This is an optimization exercise on Yosys and OpenROAD, whose aim is small area, not a production implementation.
The RTL was checked by simulation tests, not by an equivalence proof against the original design.
Power and IR drop assume default switching activity.

$ cat run.sh
#!/bin/bash
# synth_recipe.tcl (not shown) runs the flow's synth.tcl, then flattens the netlist and writes it again
# the make line also repeats each setting of config.mk as NAME=value (left out here)
make -C /OpenROAD-flow-scripts/flow DESIGN_CONFIG=/design/flow/config.mk WORK_HOME=/design/flow/orfs CLKGATE_MAP_FILE= SYNTH_SCRIPT=/design/flow/synth_recipe.tcl finish
$ cat config.mk
export PLATFORM = sky130hd
export DESIGN_NAME = ipass_rpmseq
export DESIGN_NICKNAME = ipass_rpmseq
export VERILOG_FILES = /design/flow/design.v
export SDC_FILE = /design/flow/constraint.sdc
export NUM_CORES = 4
export LEC_CHECK = 0
export CAP_MARGIN = 20
export CORE_MARGIN = 2
export CORE_UTILIZATION = 40
export PLACE_DENSITY = 0.6
export SLEW_MARGIN = 20
$ cat constraint.sdc
create_clock -name core_clock -period 5.0 [get_ports {clk}]
set_input_delay 1.0000 -clock core_clock [delete_from_list [all_inputs] [get_ports {clk}]]
set_output_delay 1.0000 -clock core_clock [all_outputs]
set_load 0.01 [all_outputs]
$ cat design.v
module ipass_rpmseq #(
    parameter integer T_SETTLE = 100    
) (
    input  wire        clk,
    input  wire        rst,             
    input  wire [6:0]  cfg_dev_addr,    
    input  wire        cmd_valid,
    output wire        cmd_ready,
    input  wire [31:0] cmd_word,
    output wire        rsp_valid,
    input  wire        rsp_ready,
    output wire [1:0]  rsp_status,
    output wire [15:0] rsp_data,
    output wire        bt_req_valid,
    input  wire        bt_req_ready,
    output wire        bt_req_rw,
    output wire [6:0]  bt_req_addr,
    output wire [1:0]  bt_req_len,
    output wire [15:0] bt_req_wdata,
    input  wire        bt_rsp_valid,
    input  wire        bt_rsp_ok,
    input  wire [7:0]  bt_rsp_rdata,
    output wire [7:0]  port_wdata,
    output wire [1:0]  port_write,
    output wire [1:0]  port_flush,
    output wire        busy
);
    localparam [3:0] OP_SELECT   = 4'h1;
    localparam [3:0] OP_READ     = 4'h2;
    localparam [3:0] OP_READPAIR = 4'h3;
    localparam [3:0] OP_WRITE    = 4'h4;
    localparam [3:0] OP_STEP     = 4'h8;
    localparam [3:0] OP_EMIT     = 4'h9;
    localparam [1:0] ST_OK       = 2'd0;
    localparam [1:0] ST_BUS_FAIL = 2'd1;
    localparam [1:0] ST_ILLEGAL  = 2'd2;
    localparam [3:0] S_IDLE     = 4'd0;
    localparam [3:0] S_DECODE   = 4'd1;
    localparam [3:0] S_BUS_REQ  = 4'd2;
    localparam [3:0] S_BUS_WAIT = 4'd3;
    localparam [3:0] S_MOVE     = 4'd4;
    localparam [3:0] S_WRITE    = 4'd5;
    localparam [3:0] S_FLUSH    = 4'd6;
    localparam [3:0] S_SETTLE   = 4'd7;
    localparam [3:0] S_RESP     = 4'd8;
    localparam integer SETTLE_W = $clog2(T_SETTLE + 1);
    reg [3:0]  state;
    reg [6:0]  dev_addr;
    reg [31:0] cmd;
    reg [23:0] rem;
    reg [7:0]  hi;
    reg [1:0]  rsp_status_r;
    reg [15:0] rsp_data_r;
    reg [2:0]  idx0, idx1;
    reg [1:0]  bus_n;           
    reg        last;            
    reg [SETTLE_W-1:0] settle_cnt;
    wire [3:0]  op    = cmd[31:28];
    wire [1:0]  unit  = cmd[27:26];
    wire        dir   = cmd[24];
    wire [23:0] count = cmd[23:0];
    wire [7:0]  addr  = cmd[23:16];
    wire [7:0]  value = cmd[7:0];
    reg illegal;
    always @(*) begin
        case (op)
            OP_SELECT, OP_READ, OP_READPAIR:
                illegal = (cmd[27:24] != 4'd0) || (cmd[15:0] != 16'd0);
            OP_WRITE:
                illegal = (cmd[27:24] != 4'd0) || (cmd[15:8] != 8'd0);
            OP_STEP:
                illegal = cmd[25] || (unit > 2'd1);
            OP_EMIT:
                illegal = (cmd[25:0] != 26'd0) || (unit > 2'd1);
            default:
                illegal = 1'b1;
        endcase
    end
    function [3:0] rom;
        input [2:0] k;
        case (k)
            3'd0: rom = 4'h1;
            3'd1: rom = 4'h3;
            3'd2: rom = 4'h2;
            3'd3: rom = 4'h6;
            3'd4: rom = 4'h4;
            3'd5: rom = 4'hC;
            3'd6: rom = 4'h8;
            default: rom = 4'h9;
        endcase
    endfunction
    wire [2:0] cur_idx = unit[0] ? idx1 : idx0;
    wire       main_step = (rem >= 24'd3);
    wire [2:0] move      = main_step ? 3'd3 : rem[2:0];
    wire [2:0] next_idx  = dir ? (cur_idx - move) : (cur_idx + move);
    wire is_write_op = (op == OP_WRITE);
    assign bt_req_valid = (state == S_BUS_REQ) && !rst;
    assign bt_req_rw    = (bus_n != 2'd0);
    assign bt_req_addr  = dev_addr;
    assign bt_req_len   = (bus_n == 2'd0 && is_write_op) ? 2'd2 : 2'd1;
    assign bt_req_wdata = (bus_n != 2'd0) ? 16'h0000 :
                          is_write_op ? {addr, value} : {addr, 8'h00};
    wire [3:0] pattern = rom(cur_idx);
    assign port_write = ((state == S_WRITE) && !rst) ? (unit[0] ? 2'b10 : 2'b01) : 2'b00;
    assign port_flush = ((state == S_FLUSH) && !rst) ? (unit[0] ? 2'b10 : 2'b01) : 2'b00;
    assign port_wdata = (state == S_WRITE) ? (unit[0] ? {pattern, 4'h0} : {4'h0, pattern}) : 8'h00;
    assign cmd_ready  = (state == S_IDLE) && !rst;
    assign rsp_valid  = (state == S_RESP) && !rst;
    assign rsp_status = rsp_status_r;
    assign rsp_data   = rsp_data_r;
    assign busy       = (state != S_IDLE) && !rst;
    always @(posedge clk) begin
        if (rst) begin
            state        <= S_IDLE;
            dev_addr     <= cfg_dev_addr;
            cmd          <= 32'd0;
            rem          <= 24'd0;
            hi           <= 8'd0;
            rsp_status_r <= ST_OK;
            rsp_data_r   <= 16'd0;
            idx0         <= 3'd0;
            idx1         <= 3'd0;
            bus_n        <= 2'd0;
            last         <= 1'b0;
            settle_cnt   <= {SETTLE_W{1'b0}};
        end else begin
            case (state)
                S_IDLE: begin
                    if (cmd_valid) begin
                        cmd   <= cmd_word;
                        state <= S_DECODE;
                    end
                end
                S_DECODE: begin
                    bus_n <= 2'd0;
                    if (illegal) begin
                        rsp_status_r <= ST_ILLEGAL;
                        rsp_data_r   <= 16'd0;
                        state        <= S_RESP;
                    end else if (op == OP_STEP) begin
                        rem   <= count;
                        state <= S_MOVE;
                    end else if (op == OP_EMIT) begin
                        last  <= 1'b1;
                        state <= S_WRITE;
                    end else begin
                        state <= S_BUS_REQ;
                    end
                end
                S_BUS_REQ: begin
                    if (bt_req_ready)
                        state <= S_BUS_WAIT;
                end
                S_BUS_WAIT: begin
                    if (bt_rsp_valid) begin
                        if (!bt_rsp_ok) begin
                            rsp_status_r <= ST_BUS_FAIL;
                            rsp_data_r   <= 16'd0;
                            state        <= S_RESP;
                        end else begin
                            case (op)
                                OP_READ: begin
                                    if (bus_n == 2'd0) begin
                                        bus_n <= 2'd1;
                                        state <= S_BUS_REQ;
                                    end else begin
                                        rsp_status_r <= ST_OK;
                                        rsp_data_r   <= {8'h00, bt_rsp_rdata};
                                        state        <= S_RESP;
                                    end
                                end
                                OP_READPAIR: begin
                                    if (bus_n == 2'd0) begin
                                        bus_n <= 2'd1;
                                        state <= S_BUS_REQ;
                                    end else if (bus_n == 2'd1) begin
                                        hi    <= bt_rsp_rdata;
                                        bus_n <= 2'd2;
                                        state <= S_BUS_REQ;
                                    end else begin
                                        rsp_status_r <= ST_OK;
                                        rsp_data_r   <= {hi, bt_rsp_rdata};
                                        state        <= S_RESP;
                                    end
                                end
                                default: begin    
                                    rsp_status_r <= ST_OK;
                                    rsp_data_r   <= 16'd0;
                                    state        <= S_RESP;
                                end
                            endcase
                        end
                    end
                end
                S_MOVE: begin
                    if (unit[0]) idx1 <= next_idx;
                    else         idx0 <= next_idx;
                    if (main_step) begin
                        rem  <= rem - 24'd3;
                        last <= 1'b0;
                    end else begin
                        rem  <= 24'd0;
                        last <= 1'b1;
                    end
                    state <= S_WRITE;
                end
                S_WRITE: begin
                    state <= S_FLUSH;
                end
                S_FLUSH: begin
                    settle_cnt <= T_SETTLE[SETTLE_W-1:0];
                    if (op == OP_EMIT) begin
                        rsp_status_r <= ST_OK;
                        rsp_data_r   <= 16'd0;
                        state        <= S_RESP;
                    end else if (last && dir) begin
                        rsp_status_r <= ST_OK;
                        rsp_data_r   <= 16'd0;
                        state        <= S_RESP;
                    end else begin
                        state <= S_SETTLE;
                    end
                end
                S_SETTLE: begin
                    settle_cnt <= settle_cnt - 1'b1;
                    if (settle_cnt == {{(SETTLE_W-1){1'b0}}, 1'b1}) begin
                        if (last) begin
                            rsp_status_r <= ST_OK;
                            rsp_data_r   <= 16'd0;
                            state        <= S_RESP;
                        end else begin
                            state <= S_MOVE;
                        end
                    end
                end
                S_RESP: begin
                    if (rsp_ready)
                        state <= S_IDLE;
                end
                default: state <= S_IDLE;
            endcase
        end
    end
endmodule
==> impl_metrics.py <==
metrics = {
    "timing": {
        "fin_setup_tns_ps": 0,
        "worst_slew_pin_slew_ps": 917.3,
        "final.setup_skew_ps": 8.477,
        "hold_violations": 0,
        "period_needed_ps": 3707,
        "rsz0062_at_grt": "false",
        "fin_crit_sh_pct": 74.14,
        "drv_slew": 0,
        "fmax_mhz": 269.7,
        "setup_slack_ps": 1293,
        "max_slew_margin_pct": 38.52,
        "setup_viol": 0,
    },
    "cells_and_area": {
        "nets": 840,
        "stdcell_count": 965,
        "utilization_pct": 51.71,
        "final_layout_size_suffix_gt1_share_pct": 5.860,
        "antenna_cells": 0,
        "area_growth_pct": 26.30,
    },
    "cts": {
        "clkLatencyLatePin_ps": 350,
        "root_buffer": "clkbuf_16",
        "cts_resized": 0,
        "htree_num_levels": 3,
        "clkTransAtPathRegs_ps": 70,
        "cts_tree": "yes",
        "cts_setup_buffers": 0,
        "numClockSinks": 109,
        "hold_buffers": 0,
        "cts_inserted_buffers": 9,
        "clock_path_buffers": 2,
    },
    "worst_setup_path": {
        "slowest_stage": "nor3_1",
        "path_cells": "ha_1, nor3_1, nand4b_4, nor2_1, nand2_1, nor2_1, ha_1, nor2_1, a21o_1, fa_1, xnor2_1, nand2_1, nor2_1, xnor2_1, nor2_1",
        "end_kind": "register",
        "cpPeakStageDelay_ps": 650,
        "start_kind": "register",
        "crit_fanout": 7,
        "cp_top_family": "simple AND/OR/NAND/NOR gates",
        "required_ps": 5220,
        "timing_worst_setup_path_type": "register to register",
        "r2r_slack_ps": 1290,
        "crit_buf_inv": 0,
        "worstPathArrival_ps": 3930,
        "cp_common_cell": "nor2_1",
    },
    "routing": {
        "drc_errors": 0,
        "via_per_inst": 5.534,
        "vias": 5340,
        "dr_wl_met2_um": 6788,
        "drt_iter0_drc": 443,
        "routed_wl_um": 15790,
        "drt_first_pass_iters": 7,
        "top_layer": "met4",
        "dr_wl_met3_um": 968,
        "ant_nets": 0,
        "wirelength_met1_um": 7870,
        "wl_per_cell_um": 16.36,
    },
    "placement": {
        "gp_congestion": 0.8808,
        "dp_slack_ps": 1360,
        "dp_hpwl_um": 10940,
        "post-place-cells": 949,
        "io_buffers": 113,
    },
    "floorplan": {
        "pin_count": 114,
        "die_h_um": 123.0,
        "die_w_um": 123.0,
        "coreArea_um2": 13830,
        "initial_core_util_pct": 40.95,
        "row_count": 43,
        "die-area_um2": 15120,
    },
    "yosys": {
        "synthCells": 700,
        "synth_edf_count": 7,
        "yosysSeqAreaShare_pct": 39.78,
        "yosysTopAreaCellShare_pct": 36.07,
        "synth.distinct_cells": 70,
        "yosysMostFrequentCell": "nand2_1",
        "avgSynthCellArea_um2": 8.088,
        "synthTopCellsByArea": "dfxtp_1 (36%), nand2_1 (8.6%), a21oi_1 (6.2%)",
        "synth_nets": 760,
        "synthTopCellsByCount": "nand2_1 (129), dfxtp_1 (102), a21oi_1 (70)",
        "synth_ff_type": "dfxtp_1",
        "async_flop_share_pct": 0,
        "ys_warn_count": 1,
        "netlist_area_um2": 5662,
        "synth_seq_cells": 109,
        "yosysTopAreaCell": "dfxtp_1",
    },
    "grt": {
        "grt-ovfl-total": 0,
        "grt_pass1_wl_um": 25990,
        "antenna_found_initial": 0,
        "grt_usage_pct": 21.50,
        "first_global_vias": 5043,
        "grt_max_degree": 67,
    },
    "pwr": {
        "ir_worst_vdd_mv": 0.1564,
        "finalPower_w": 0.002109,
        "leakage_nw": 2.492,
        "power_density_nw_per_um2": 295.0,
    },
    "status": {
        "status": "timing/DRC/antenna clean",
    },
    "job": {
        "maxCapViolations": 0,
    },
    "hold_path": {
        "min_path_type": "register to register",
    },
}
==> cells by family (layout without fill, tap and decap cells) <==
kind of cell | count (synthesis) | after routing | share of synthesized area [%]
AO/OA/AOI/OAI | 168 | 168 | 19.23
XOR/XNOR | 6 | 6 | 0.9282
adder cells (fa/ha/maj) | 6 | 6 | 1.459
buffers and inverters | 65 | 150 | 4.862
flip-flops | 109 | 109 | 39.78
multiplexers | 36 | 36 | 6.519
AND/OR/NAND/NOR | 310 | 310 | 27.23
==> layout by cell type (no fill, tap or decap), drive strengths merged, types with 4 or more instances in the layout <==
cell type,netlist,routed
mux2,7,7
o311ai,4,4
inv,13,13
or3,6,6
nand2,130,130
edfxtp,7,7
buf,10,8
o31ai,21,21
o211ai,12,12
a21oi,70,70
mux2i,29,29
nand4b,5,5
dfxtp,102,102
xnor2,4,4
and2,18,18
ha,5,5
nand3,15,15
clkdlybuf4s50,0,112
nor3b,5,5
nor3,27,27
nor2b,4,4
a31oi,6,6
clkbuf,41,14
o21ai,19,19
nor2,59,59
nor4,17,17
or4,5,5
a32oi,4,4
a311oi,4,4
a211oi,9,9
==> metrics by stage <==
step	hold WS, ps	instance area, µm²
floorplan	434.1	5662
global placement	440.2	6849
detailed placement	453.5	6849
CTS	462.6	7148
global route	483.2	7151
finish	454.1	7151
==> sequential cells by signal (all words and copies together), names as in the netlist <==
name          flops
rsp_status_r      2
bus_n             2
hi                8
last              1
settle_cnt        7
rem              24
dev_addr          7
state             4
idx0              3
cmd              32
idx1              3
rsp_data_r       16
==> final cells by class <==
class / instances / area [µm²]
Clock buffer: 14 / 285.3
Clock inverter: 2 / 13.76
Fill cell: 1282 / 6676
Inverter: 14 / 52.55
Multi-Input combinational cell: 526 / 3141
Sequential cell: 109 / 2252
Tap cell: 180 / 225.2
Timing Repair Buffer: 120 / 1181
==> power breakdown <==
part	switching [W]	internal, W	total [W]
clock network	0.000313	0.000397	0.000710
logic	0.000249	0.000180	0.000429
registers	0.0000546	0.000915	0.000970
==> worst min-delay path, stage by stage (launching register included) <==
cell	delay, ps
dfxtp_1	310
nand2_1	50
mux2i_1	50
==> path summary, 6_finish.rpt <==
kind | from | endpoint | cells past startpoint
setup reg to reg | rem[0]$_SDFFE_PP0P_ | idx0[2]$_SDFFE_PP0P_ | 15
hold / removal | hi[1]$_SDFFE_PP0P_ | rsp_data_r[9]$_SDFFE_PP0P_ | 2
setup / recovery | rem[0]$_SDFFE_PP0P_ | idx0[2]$_SDFFE_PP0P_ | 15
hold reg to reg | hi[1]$_SDFFE_PP0P_ | rsp_data_r[9]$_SDFFE_PP0P_ | 2
==> routing by layer <==
metal	global-route usage [%]	vias up
li1	-	2677
met1	31.85	2453
met2	32.04	196
met3	3.506	14
met4	6.392	0
met5	0	-

re-timing with driven ports:
Ports are ideal in the flow. The routed layout listed here was re-timed in OpenROAD. Step 1 sets driving cells, clkbuf_16 on the clock port and buf_2 on the other inputs (assumed; they add their load-dependent delay and slew). Step 2 also shifts input and output timing later by t, the mid clock arrival at the registers, as if the neighbouring blocks saw the same clock. Three values: ideal ports, drivers, drivers and shift; two values: the first two.
t (ns): 0.380
setup WS [ns]: 1.293 / 1.293 / 1.293
worst data-port slew with drivers (ns): 0.05
After both steps setup and hold are still met in this run. For this run, drivers alone change the setup slack by 0.000 ns; drivers and shift together by 0.000 ns.
